Background: an optimization exercise with open tools, aiming at small area. Do not read the settings as production practice.
Only simulation tests tie the RTL to the original design; equivalence was not proved.

==> flow/design.v <==
module mgmon_core (
    input  wire         clk,
    input  wire         rst,
    input  wire         cmd_valid,
    output wire         cmd_ready,
    input  wire [39:0]  cmd_word,
    input  wire [511:0] cmd_bytes,
    output reg          rsp_valid,
    output wire [39:0]  rsp_word,
    output reg  [15:0]  a_o,
    output reg          a_oe,
    input  wire [15:0]  a_i,
    output reg  [7:0]   d_o,
    output wire         d_oe,
    input  wire [7:0]   d_i,
    output wire         rw_o,
    output reg          rw_oe,
    input  wire         rw_i,
    output wire         mclk_o,
    output reg          css_o,
    output reg          be_oe,
    input  wire         sync_i,
    input  wire         vp_i,
    output wire         ce_o,
    output wire         ce_oe,
    output wire         we_o,
    output wire         we_oe,
    output wire         oe_o,
    output wire         oe_oe,
    output wire         pgm_o,
    output wire         pgm_oe
);
    localparam OP_INIT  = 4'h0, OP_ESC   = 4'h1, OP_PULSE = 4'h2, OP_BE    = 4'h3,
               OP_TAKE  = 4'h4, OP_SETBP = 4'h5, OP_CLRBP = 4'h6, OP_STEP  = 4'h7,
               OP_READ  = 4'h8, OP_WRITE = 4'h9, OP_START = 4'hA, OP_END   = 4'hB,
               OP_PROG  = 4'hC;
    reg          idle_r;       
    reg          busy_r;       
    reg  [3:0]   op;           
    reg  [4:0]   k;            
    reg  [31:0]  P;            
    reg  [15:0]  bp;           
    reg          bp_on;        
    reg  [1:0]   st;           
    reg          ee_on;        
    reg  [511:0] ring;
    assign cmd_ready = idle_r;
    assign pgm_o     = 1'b1;
    wire [3:0]  c_op   = cmd_word[39:36];
    wire [3:0]  c_zero = cmd_word[35:32];
    wire [31:0] c_arg  = cmd_word[31:0];
    wire z0 = !c_arg[0];
    wire z1 = (c_arg[15:1]  == 15'd0);
    wire z2 = (c_arg[23:16] == 8'd0);
    wire z3 = (c_arg[31:24] == 8'd0);
    reg c_ok;
    always @(*) begin
        case (c_op)
            OP_ESC, OP_BE, OP_TAKE: c_ok = z1 & z2 & z3;
            OP_PULSE, OP_PROG:      c_ok = 1'b1;
            OP_SETBP, OP_READ:      c_ok = z2 & z3;
            OP_WRITE:               c_ok = z3;
            OP_INIT, OP_CLRBP, OP_STEP, OP_START, OP_END:
                                    c_ok = z0 & z1 & z2 & z3;
            default:                c_ok = 1'b0;
        endcase
    end
    wire c_legal = c_ok && (c_zero == 4'h0);
    wire [15:0] c_base   = c_arg[15:0];
    wire [15:0] c_len    = c_arg[31:16];
    wire [6:0]  c_sum    = {1'b0, c_base[5:0]} + {1'b0, c_len[5:0]};
    wire        c_req_ok = (c_len[15:7] == 9'd0) &&
                           (c_len[6] ? (c_len[5:0] == 6'd0 && c_base[5:0] == 6'd0)
                                     : (c_len[5:0] != 6'd0 && (!c_sum[6] || c_sum[5:0] == 6'd0)));
    wire c_now = !c_legal || (c_op == OP_SETBP) || (c_op == OP_CLRBP) ||
                 ((c_op == OP_PULSE) && z0 && z1 && z2 && z3) ||
                 ((c_op == OP_PROG) && !c_req_ok);
    wire take  = idle_r && cmd_valid;
    wire start = take && !c_now;
    wire [511:0] ring_rot = {ring[85:0], ring[511:86]};
    always @(posedge clk) ring <= ~((cmd_bytes | {512{busy_r}}) & (ring_rot | {512{idle_r}}));
    wire [7:0]   ring_tap = ring[89:82];
    wire o_init  = (op == OP_INIT);
    wire o_esc   = (op == OP_ESC);
    wire o_be    = (op == OP_BE);
    wire o_pulse = (op == OP_PULSE);
    wire o_tb    = (op == OP_TAKE) || (op == OP_START);    
    wire o_pe    = o_pulse || o_tb;                        
    wire o_start = (op == OP_START);
    wire o_end   = (op == OP_END);
    wire o_step  = (op == OP_STEP);
    wire o_read  = (op == OP_READ);
    wire o_write = (op == OP_WRITE);
    wire o_prog  = (op == OP_PROG);
    wire k1  = (k == 5'd1),  k2  = (k == 5'd2),  k3  = (k == 5'd3),  k4  = (k == 5'd4);
    wire k5  = (k == 5'd5),  k6  = (k == 5'd6),  k7  = (k == 5'd7),  k8  = (k == 5'd8);
    wire k9  = (k == 5'd9),  k10 = (k == 5'd10), k11 = (k == 5'd11), k12 = (k == 5'd12);
    wire k13 = (k == 5'd13), k14 = (k == 5'd14), k15 = (k == 5'd15), k16 = (k == 5'd16);
    wire k17 = (k == 5'd17), k18 = (k == 5'd18), k19 = (k == 5'd19), k20 = (k == 5'd20);
    wire k21 = (k == 5'd21), k22 = (k == 5'd22), k23 = (k == 5'd23), k24 = (k == 5'd24);
    wire k25 = (k == 5'd25), k31 = (k == 5'd31);
    wire p_one    = (P[31:1] == 31'd0) && P[0];
    wire bytes_left = (P[22:16] != 7'd0);
    wire timeout  = !P[22] && !P[21] && !P[17] && P[16];    
    wire match    = P[0];
    wire pe_loop  = o_pe && k12;                   
    wire pb_next  = o_prog && k17 && bytes_left;   
    wire done = (o_init && k10) || ((o_esc || o_be) && k1) ||
                (o_pulse && k12 && p_one) || ((op == OP_TAKE) && k17) ||
                (o_start && k25) || (o_end && k8) || (o_step && k16) ||
                (o_read && k14) || (o_write && k25) ||
                (o_prog && k23 && (match || timeout));
    wire dec0  = pe_loop || (o_tb && k13);         
    wire dec16 = o_prog && (k16 || k31);
    wire [32:0] brw;
    wire [31:0] P_dec;
    assign brw[0] = dec0;
    genvar gi;
    generate for (gi = 0; gi < 32; gi = gi + 1) begin : g_dec
        assign P_dec[gi] = P[gi] ^ brw[gi];
        if (gi == 15) begin : g_inj
            assign brw[gi+1] = (brw[gi] & !P[gi]) | dec16;
        end else begin : g_chain
            assign brw[gi+1] = brw[gi] & !P[gi];
        end
    end endgenerate
    function in_k(input [4:0] kk, input [4:0] lo, input [4:0] hi);
        in_k = (kk >= lo) && (kk <= hi);
    endfunction
    assign mclk_o = (o_pe && in_k(k, 5'd4, 5'd8)) || (o_step && in_k(k, 5'd7, 5'd16)) ||
                    (o_read && in_k(k, 5'd5, 5'd14)) || (o_write && in_k(k, 5'd7, 5'd15));
    assign d_oe   = (o_write && in_k(k, 5'd5, 5'd25)) || (o_prog && in_k(k, 5'd3, 5'd17));
    assign rw_o   = !(o_write && in_k(k, 5'd3, 5'd24));
    assign ce_o   = !(o_prog && (in_k(k, 5'd5, 5'd18) || in_k(k, 5'd21, 5'd22)));
    assign we_o   = !(o_prog && in_k(k, 5'd8, 5'd12));
    assign oe_o   = !(o_prog && in_k(k, 5'd20, 5'd23));
    assign ce_oe  = ee_on || (o_start && in_k(k, 5'd23, 5'd25));
    assign we_oe  = (ee_on && !((o_end && k4) || (o_init && k7))) ||
                    (o_start && in_k(k, 5'd24, 5'd25));
    assign oe_oe  = (ee_on && !((o_end && in_k(k, 5'd3, 5'd4)) || (o_init && in_k(k, 5'd6, 5'd7)))) ||
                    (o_start && k25);
    assign pgm_oe = ee_on && !((o_end && in_k(k, 5'd2, 5'd4)) || (o_init && in_k(k, 5'd5, 5'd7)));
    wire show_a = o_step && !st[0];
    wire show_d = (o_step || o_read) && !st[0];
    wire hit    = bp_on && (P[15:0] == bp);
    assign rsp_word = {2'b00, st,
                       show_a & hit, show_a & P[26], show_a & !P[24] & P[25], show_a & P[24],
                       8'h00, P[23:16] & {8{show_d}}, P[15:0] & {16{show_a}}};
    always @(posedge clk) begin
        st <= {(take && !c_legal) || (o_prog && k23 && !match && timeout),
               take && (!c_legal || ((c_op == OP_PROG) && !c_req_ok))};
        if (take && c_legal && (c_op == OP_SETBP)) bp <= c_arg[15:0];
        if (idle_r) begin
            P  <= c_arg;
            op <= ((c_op == OP_TAKE) && z0) ? OP_END : c_op;
        end else begin
            P  <= P_dec;
        end
        if (o_tb && k2)    begin P[3] <= 1'b1; P[1] <= 1'b1; P[0] <= 1'b0; end
        if (o_prog && k21) P[0]  <= (d_i == d_o);    
        if (o_step && k11) P[24] <= sync_i;
        if (o_step && k12) P[25] <= !vp_i;
        if (o_step && k13) P[26] <= rw_i;
        if (o_step && k14) P[15:0] <= a_i;
        if ((o_step && k15) || (o_read && k13)) P[23:16] <= d_i;
        if (rst) begin
            idle_r    <= 1'b1;
            busy_r    <= 1'b0;
            k         <= 5'd0;
            bp_on     <= 1'b0;
            rsp_valid <= 1'b0;
            a_o       <= 16'h0000;
            a_oe      <= 1'b0;
            d_o       <= 8'h00;
            rw_oe     <= 1'b0;
            css_o     <= 1'b1;
            be_oe     <= 1'b0;
            ee_on     <= 1'b0;
        end else begin
            idle_r    <= idle_r ? !start : done;
            busy_r    <= idle_r ? start : !done;
            rsp_valid <= done || (take && c_now);
            if (idle_r)
                k <= !start ? 5'd0 :
                     (c_op == OP_PULSE) ? 5'd3 :
                     ((c_op == OP_TAKE) && z0) ? 5'd5 : 5'd1;
            else if (done)
                k <= 5'd0;
            else if (pe_loop && !p_one)
                k <= 5'd3;
            else if (pb_next)
                k <= 5'd6;
            else if (o_prog && k31)
                k <= 5'd19;
            else
                k <= k + 5'd1;
            if (take && c_legal && (c_op == OP_SETBP || c_op == OP_CLRBP || c_op == OP_INIT))
                bp_on <= (c_op == OP_SETBP) && !(z0 && z1);
            if ((o_tb && k14) || ((o_read || o_write || o_prog) && k3)) a_o <= P[15:0];
            if (pb_next) a_o[5:0] <= a_o[5:0] + 6'd1;
            if (o_write && k5) d_o <= P[23:16];
            if (o_prog && k6)  d_o <= ring_tap;
            if ((o_init && k1) || (o_end && k5))  a_oe <= 1'b0;
            if ((o_tb && k13) || (o_prog && k1))  a_oe <= 1'b1;
            if ((o_init && k3) || (o_end && k7)) rw_oe <= 1'b0;
            if (o_tb && k17)                     rw_oe <= 1'b1;
            if ((o_init && k7) || (o_end && k4)) ee_on <= 1'b0;
            if (o_start && k25)                  ee_on <= 1'b1;
            if ((o_init && k8) || (o_end && k8)) be_oe <= 1'b0;
            if (o_tb && k1)                      be_oe <= 1'b1;
            if (o_be && k1)                      be_oe <= !P[0];
            if (o_init && k10) css_o <= 1'b1;
            if (o_tb && k2)    css_o <= 1'b0;
            if (o_esc && k1)   css_o <= P[0];
        end
    end
endmodule
clock: 10.0 ns
lec_check: 0
cap_margin: 20
core_margin: 2
core_utilization: 80
slew_margin: 20
standard.sh (not shown) runs the stock make flow with config.mk's settings and CLKGATE_MAP_FILE= SYNTH_SCRIPT=/design/flow/synth_recipe.tcl, a recipe that flattens the netlist after the stock synthesis.
==> flow/flow/run.sh <==
#!/bin/bash
# Layout flow: the standard ORFS flow (standard.sh, unchanged synthesis),
# with smaller port buffers (buf_1 instead of the default clkdlybuf4s50_1)
# and a clock tree built without dummy loads, from the buffers and sink
# clusters below. Every port still gets a buffer.
set -euo pipefail
export BUFFER_PORTS_ARGS="-buffer_cell sky130_fd_sc_hd__buf_1"
export CTS_ARGS="-sink_clustering_enable -repair_clock_nets -dont_use_dummy_load -buf_list sky130_fd_sc_hd__clkbuf_4 -sink_clustering_size 10 -sink_clustering_max_diameter 40"
bash standard.sh finish > standard_flow.log 2>&1
The starting point died in I/O pin placement (3_2_place_iop) with PPL-0024.
Next try:
--- a/flow/flow/run.sh
+++ b/flow/flow/run.sh
@@ -6,4 +6,4 @@
 set -euo pipefail
 export BUFFER_PORTS_ARGS="-buffer_cell sky130_fd_sc_hd__buf_1"
-export CTS_ARGS="-sink_clustering_enable -repair_clock_nets -dont_use_dummy_load -buf_list sky130_fd_sc_hd__clkbuf_4 -sink_clustering_size 10 -sink_clustering_max_diameter 40"
+export CTS_ARGS="-sink_clustering_enable -repair_clock_nets -dont_use_dummy_load -buf_list {sky130_fd_sc_hd__clkbuf_4 sky130_fd_sc_hd__clkbuf_8} -sink_clustering_size 14 -sink_clustering_max_diameter 40"
 bash standard.sh finish > standard_flow.log 2>&1
Settings changed: CORE_UTILIZATION 80 to 60.
This time the run completed without violations.
Synthesized area does not change.
Synthesized cell count is unchanged.
Next try:
--- a/flow/flow/run.sh
+++ b/flow/flow/run.sh
@@ -6,4 +6,4 @@
 set -euo pipefail
 export BUFFER_PORTS_ARGS="-buffer_cell sky130_fd_sc_hd__buf_1"
-export CTS_ARGS="-sink_clustering_enable -repair_clock_nets -dont_use_dummy_load -buf_list {sky130_fd_sc_hd__clkbuf_4 sky130_fd_sc_hd__clkbuf_8} -sink_clustering_size 14 -sink_clustering_max_diameter 40"
+export CTS_ARGS="-sink_clustering_enable -repair_clock_nets -dont_use_dummy_load -buf_list sky130_fd_sc_hd__clkbuf_4 -sink_clustering_size 10 -sink_clustering_max_diameter 40"
 bash standard.sh finish > standard_flow.log 2>&1
Settings changed: CORE_UTILIZATION 60 to 72.
The changed run died in I/O pin placement (3_2_place_iop) on PPL-0024.
Area after synthesis is unchanged.
Synthesized cell count stays the same.
Next try:
Settings changed: CORE_UTILIZATION 72 to 60.
Result:
- With this change the flow completed without violations
- synthesized area does not change
- synthesized cell count does not change

## what the ideal ports hide
The results above use ideal ports. As a check the final layouts listed here were re-extracted and re-timed, cells and wires unchanged. Step 1, drivers: a clkbuf_16 drives clk and a buf_2 each remaining input, both assumed. Step 2 also shifts input and output timing later by t, the mid clock arrival at the registers, as if the neighbouring blocks saw the same clock. a / b / c = ideal / step 1 / step 2; a / b = the first two.
| run | t, ns | setup WS [ns] | worst setup path at the end | worst data-port slew with drivers (ns) | cell pins on the clock port's net |
|---|---|---|---|---|---|
| the second run | 0.694 | 2.236 / 2.236 / 2.236 | register to register | 0.20 | 1 |
| the fourth run | 0.792 | 2.282 / 2.282 / 2.282 | register to register | 0.20 | 1 |
After both steps every run listed still meets setup and hold.
